Background: an optimization exercise with open tools, aiming at small area and a short achievable clock period. Do not read the settings as production practice.
In this exercise RTL edits were held to simulation tests only and were not proved equivalent to the original.
Power and IR drop assume default switching activity.

==> flow/design.v <==
module hfp8_enc_pre (
    input  wire [30:0] a,         
    input  wire [6:0]  ebias,     
    output wire [8:0]  s1,        
    output wire [7:0]  top,       
    output wire        lo         
);
    wire [7:0] e   = a[30:23];
    wire       hid = |e;
    assign s1  = {1'b0, e} + {2'b00, ebias} + 9'd1;
    assign top = hid ? {1'b1, a[22:16]} : a[22:15];
    assign lo  = (|a[14:0]) | (hid & a[15]);
endmodule
module hfp8_enc_lane (
    input  wire [8:0]  s1,        
    input  wire [7:0]  top,       
    input  wire        lo,        
    input  wire [2:0]  ebits,     
    input  wire [2:0]  r,         
    input  wire [5:0]  mh,        
    input  wire [6:0]  mmask,     
    input  wire [6:0]  hm,        
    output wire [6:0]  qp,        
    output wire        up,        
    output wire        ovf,       
    output wire        inexact    
);
    wire        e_ge1  = s1[8] | (s1[7] & (|s1[6:0]));       
    wire        normal = s1[8] | (s1[7] & (|s1[6:1]));       
    wire        zero   = !s1[8] && !s1[7] && ((s1[6:3] != 4'hF) || (s1[2:0] <= ebits));
    assign      ovf    = s1[8] | (s1[7] & (|(s1[6:0] & hm)));
    wire [2:0]  u  = e_ge1 ? r : (ebits - s1[2:0]);
    wire [14:0] w  = {top, 7'd0} >> u;
    wire [6:0]  n      = zero ? 7'd0 : w[14:8];
    wire        guard  = !zero && w[7];
    wire        sticky = lo || (zero ? (|top) : (|w[6:0]));
    reg  [6:0]  eh;                              
    integer k;
    always @(*) begin
        eh = 7'd0;
        for (k = 0; k < 6; k = k + 1)
            eh = eh | ((s1[6:0] << (k + 1)) & {7{mh[k]}});
    end
    assign qp      = normal ? (eh | (n & mmask)) : n;
    assign up      = guard & (sticky | n[0]);
    assign inexact = guard | sticky;
endmodule
module hfp8_dec_lane (
    input  wire        sign,
    input  wire [11:0] al,
    input  wire [6:0]  nb,       
    output wire [14:0] f
);
    wire [5:0]  E  = al[11:6];
    wire [5:0]  mt = al[5:0];
    wire        ez = (E == 6'd0);
    reg [2:0] lz;
    always @(*) begin
        casez (mt)
            6'b1?????: lz = 3'd0;
            6'b01????: lz = 3'd1;
            6'b001???: lz = 3'd2;
            6'b0001??: lz = 3'd3;
            6'b00001?: lz = 3'd4;
            6'b000001: lz = 3'd5;
            default:   lz = 3'd6;
        endcase
    end
    wire       sub_norm = ({4'd0, lz} < nb);         
    wire [7:0] exp_n    = {2'b0, E} + {1'b0, nb};
    wire [7:0] exp_s    = sub_norm ? ({1'b0, nb} - {5'd0, lz}) : 8'd0;
    wire [3:0] sh_s     = sub_norm ? ({1'b0, lz} + 4'd1) : nb[3:0];
    wire [5:0] fr_s     = mt << sh_s;
    wire       zero = ez && (mt == 6'd0);
    wire [7:0] expo = ez ? exp_s : exp_n;
    wire [5:0] fr   = ez ? fr_s : mt;
    assign f = zero ? {sign, 14'd0} : {sign, expo, fr};
endmodule
module hfp8_codec (
    input  wire         clk,
    input  wire         rst,         
    input  wire         in_valid,
    input  wire         mode,        
    input  wire [2:0]   ebits,
    input  wire [7:0]   ebias,
    input  wire [31:0]  maxpos,      
    input  wire [127:0] din,
    output wire         out_valid,
    output wire         err,
    output wire [127:0] dout
);
    genvar i;
    wire [94:0] pre;             
    wire [39:0] dcodes = {din[31:0], 8'd0};
    generate
        for (i = 0; i < 5; i = i + 1) begin : s1pre
            wire [31:0] x = (i == 4) ? maxpos : din[32*i +: 32];
            wire [8:0]  s1;
            wire [7:0]  top;
            wire        lo;
            hfp8_enc_pre u_pre (.a(x[30:0]), .ebias(ebias[6:0]), .s1(s1), .top(top), .lo(lo));
            if (i == 4) begin : m
                assign pre[19*i +: 19] = {x[31], s1, top, lo};
            end else begin : l
                wire [9:0] dc = dcodes[39 - 10*i -: 10];
                assign pre[19*i +: 19] = mode ? {dc[9], s1, dc[8:0]} : {x[31], s1, top, lo};
            end
        end
    endgenerate
    reg         s1_valid;
    reg         s1_mode;
    reg [2:0]   s1_ebits;
    reg [7:0]   s1_ebias;
    reg [94:0]  s1_x;
    always @(posedge clk) begin
        if (rst)
            s1_valid <= 1'b0;
        else
            s1_valid <= in_valid;
        s1_mode  <= mode;
        s1_ebits <= ebits;
        s1_ebias <= ebias;
        s1_x     <= pre;
    end
    wire [31:0] s1_codes = {s1_x[18], s1_x[8:0], s1_x[37], s1_x[27:19],
                            s1_x[56], s1_x[46:38], s1_x[75], s1_x[65]};
    wire [2:0] p_r     = s1_ebits - 3'd1;
    wire [5:0] p_mh    = 6'd1 << (3'd6 - s1_ebits);
    wire [6:0] p_mmask = 7'h7F >> s1_ebits;
    wire [6:0] p_hm    = 7'h7F << s1_ebits;
    wire [5:0] p_rh    = 6'd1 << p_r;
    wire [6:0] mq;
    wire       mup, movf, minexact;
    hfp8_enc_lane u_encm (
        .s1(s1_x[93:85]), .top(s1_x[84:77]), .lo(s1_x[76]),
        .ebits(s1_ebits), .r(p_r), .mh(p_mh), .mmask(p_mmask), .hm(p_hm),
        .qp(mq), .up(mup), .ovf(movf), .inexact(minexact)
    );
    wire perr = (s1_ebits == 3'd0) || (s1_ebits == 3'd7) || (s1_ebias == 8'd0) || s1_ebias[7]
             || (!s1_mode && (s1_x[94] || ((s1_x[84:77] == 8'd0) && !s1_x[76])));
    wire [51:0] s2_d;        
    generate
        for (i = 0; i < 4; i = i + 1) begin : s2lane
            wire [18:0] x = s1_x[19*i +: 19];
            wire [6:0]  qp;
            wire        up, ovf;
            hfp8_enc_lane u_enc (
                .s1(x[17:9]), .top(x[8:1]), .lo(x[0]),
                .ebits(s1_ebits), .r(p_r), .mh(p_mh), .mmask(p_mmask), .hm(p_hm),
                .qp(qp), .up(up), .ovf(ovf), .inexact()
            );
            wire [7:0] c = s1_codes[8*i +: 8];
            reg [11:0] al;
            integer k;
            always @(*) begin
                al = 12'd0;
                for (k = 0; k < 6; k = k + 1)
                    al = al | (({5'd0, c[6:0]} << k) & {12{p_rh[k]}});
            end
            assign s2_d[13*i +: 13] = s1_mode ? {c[7], al} : {x[18], qp, up, ovf, 3'b000};
        end
    endgenerate
    reg         s2_valid;
    reg         s2_mode;
    reg         s2_perr;
    reg         s2_movf;
    reg         s2_minexact;
    reg [6:0]   s2_nb;       
    reg [6:0]   s2_mq;
    reg         s2_mup;
    reg [51:0]  s2_lane;
    always @(posedge clk) begin
        if (rst)
            s2_valid <= 1'b0;
        else
            s2_valid <= s1_valid;
        s2_mode     <= s1_mode;
        s2_perr     <= perr;
        s2_movf     <= movf;
        s2_minexact <= minexact;
        s2_nb       <= ~s1_ebias[6:0];
        s2_mq       <= mq;
        s2_mup      <= mup;
        s2_lane     <= s2_d;
    end
    wire param_err = s2_perr || (!s2_mode && (s2_movf || ((s2_mq == 7'h7F) && s2_minexact)));
    wire [6:0]  mq1 = s2_mq + 7'd1;
    wire [6:0]  cm  = s2_mup ? mq1 : s2_mq;
    wire [31:0] codes;
    wire [59:0] dec;
    generate
        for (i = 0; i < 4; i = i + 1) begin : s3lane
            wire [12:0] l   = s2_lane[13*i +: 13];
            wire [6:0]  qp  = l[11:5];
            wire        up  = l[4];
            wire        ovf = l[3];
            wire [6:0]  q   = qp + {6'd0, up};
            wire [7:0]  d   = {1'b0, qp} - {1'b0, s2_mq};
            wire        ge  = !d[7];
            wire        gt  = ge && (d[6:0] != 7'd0);
            wire        gt1 = ge && (d[6:1] != 6'd0);
            wire        sel = ovf || ((up == s2_mup) ? gt : up ? ge : gt1);
            assign codes[8*i +: 8] = {l[12], sel ? cm : q};
            hfp8_dec_lane u_dec (.sign(l[12]), .al(l[11:0]), .nb(s2_nb), .f(dec[15*i +: 15]));
        end
    endgenerate
    reg          s3_valid;
    reg          s3_err;
    reg [31:0]   s3_lo;      
    reg [44:0]   s3_hi;      
    always @(posedge clk) begin
        if (rst)
            s3_valid <= 1'b0;
        else
            s3_valid <= s2_valid;
        s3_err <= param_err;
        s3_lo  <= param_err ? 32'd0 : s2_mode ? {dec[14:0], 17'd0} : codes;
        s3_hi  <= (s2_mode && !param_err) ? dec[59:15] : 45'd0;
    end
    assign out_valid = s3_valid;
    assign err       = s3_err;
    assign dout      = {s3_hi[44:30], 17'd0, s3_hi[29:15], 17'd0, s3_hi[14:0], 17'd0, s3_lo};
endmodule
==> flow/config.mk <==
export PLATFORM = sky130hd
export DESIGN_NAME = hfp8_codec
export DESIGN_NICKNAME = hfp8_codec
export VERILOG_FILES = /design/flow/design.v
export SDC_FILE = /design/flow/constraint.sdc
export NUM_CORES = 4
export LEC_CHECK = 0
export ABC_AREA = 1
export CAP_MARGIN = 20
export CORE_MARGIN = 2
export CORE_UTILIZATION = 60
export SLEW_MARGIN = 20
==> flow/constraint.sdc <==
create_clock -name core_clock -period 12.0 [get_ports {clk}]
set_input_delay 2.4000 -clock core_clock [delete_from_list [all_inputs] [get_ports {clk}]]
set_output_delay 2.4000 -clock core_clock [all_outputs]
set_load 0.01 [all_outputs]
standard.sh (not shown) runs the stock make flow with config.mk's settings and CLKGATE_MAP_FILE= SYNTH_SCRIPT=/design/flow/synth_recipe.tcl, a recipe that flattens the netlist after the stock synthesis.
==> flow/flow/run.sh <==
#!/bin/bash
set -euo pipefail
bash standard.sh SETUP_SLACK_MARGIN=8.0 "BUFFER_PORTS_ARGS=-buffer_cell sky130_fd_sc_hd__buf_1" finish \
    > standard_flow.log 2>&1
Then changed:
==> flow/flow/run.sh (replaced) <==
#!/bin/bash
set -euo pipefail
bash standard.sh SETUP_SLACK_MARGIN=8.5 "BUFFER_PORTS_ARGS=-buffer_cell sky130_fd_sc_hd__buf_1" finish \
    > standard_flow.log 2>&1
Die area is unchanged.
Final area increases by 3.1%.
Total power increases by 2.1%.
Via count climbs by 2.4%.
Synthesized area is unchanged.
Maximum frequency increases by 11%.
Critical path depth went up by 1.

==> separate check: timing with driven ports <==
The flow's constraints put no driver on any port. The routed layouts listed below were extracted and timed again, unchanged, in two steps. Step 1, drivers: a clkbuf_16 drives clk and a buf_2 each remaining input, both assumed. Step 2 adds t to the input delays and takes it off the output delays; t is the mean of the earliest and latest rising clock arrival at the registers after step 1. Input paths then give back, and output paths get back, about the clock's delay inside the block. a / b / c = ideal / step 1 / step 2; a / b = the first two.
run | t, ns | setup WS [ns] | clock arrival spread, ns | worst register clock-pin slew, ns | cell pins on the clock port's net
the first run | 0.609 | 7.961 / 7.961 / 7.663 | 0.009 / 0.009 | 0.06 / 0.06 | 1
the second run | 0.624 | 8.351 / 8.351 / 7.893 | 0.027 / 0.028 | 0.07 / 0.07 | 1
After both steps every run listed still meets setup and hold. For the second run, which loses most, drivers alone change the setup slack by 0.000 ns; drivers and shift together by -0.458 ns.
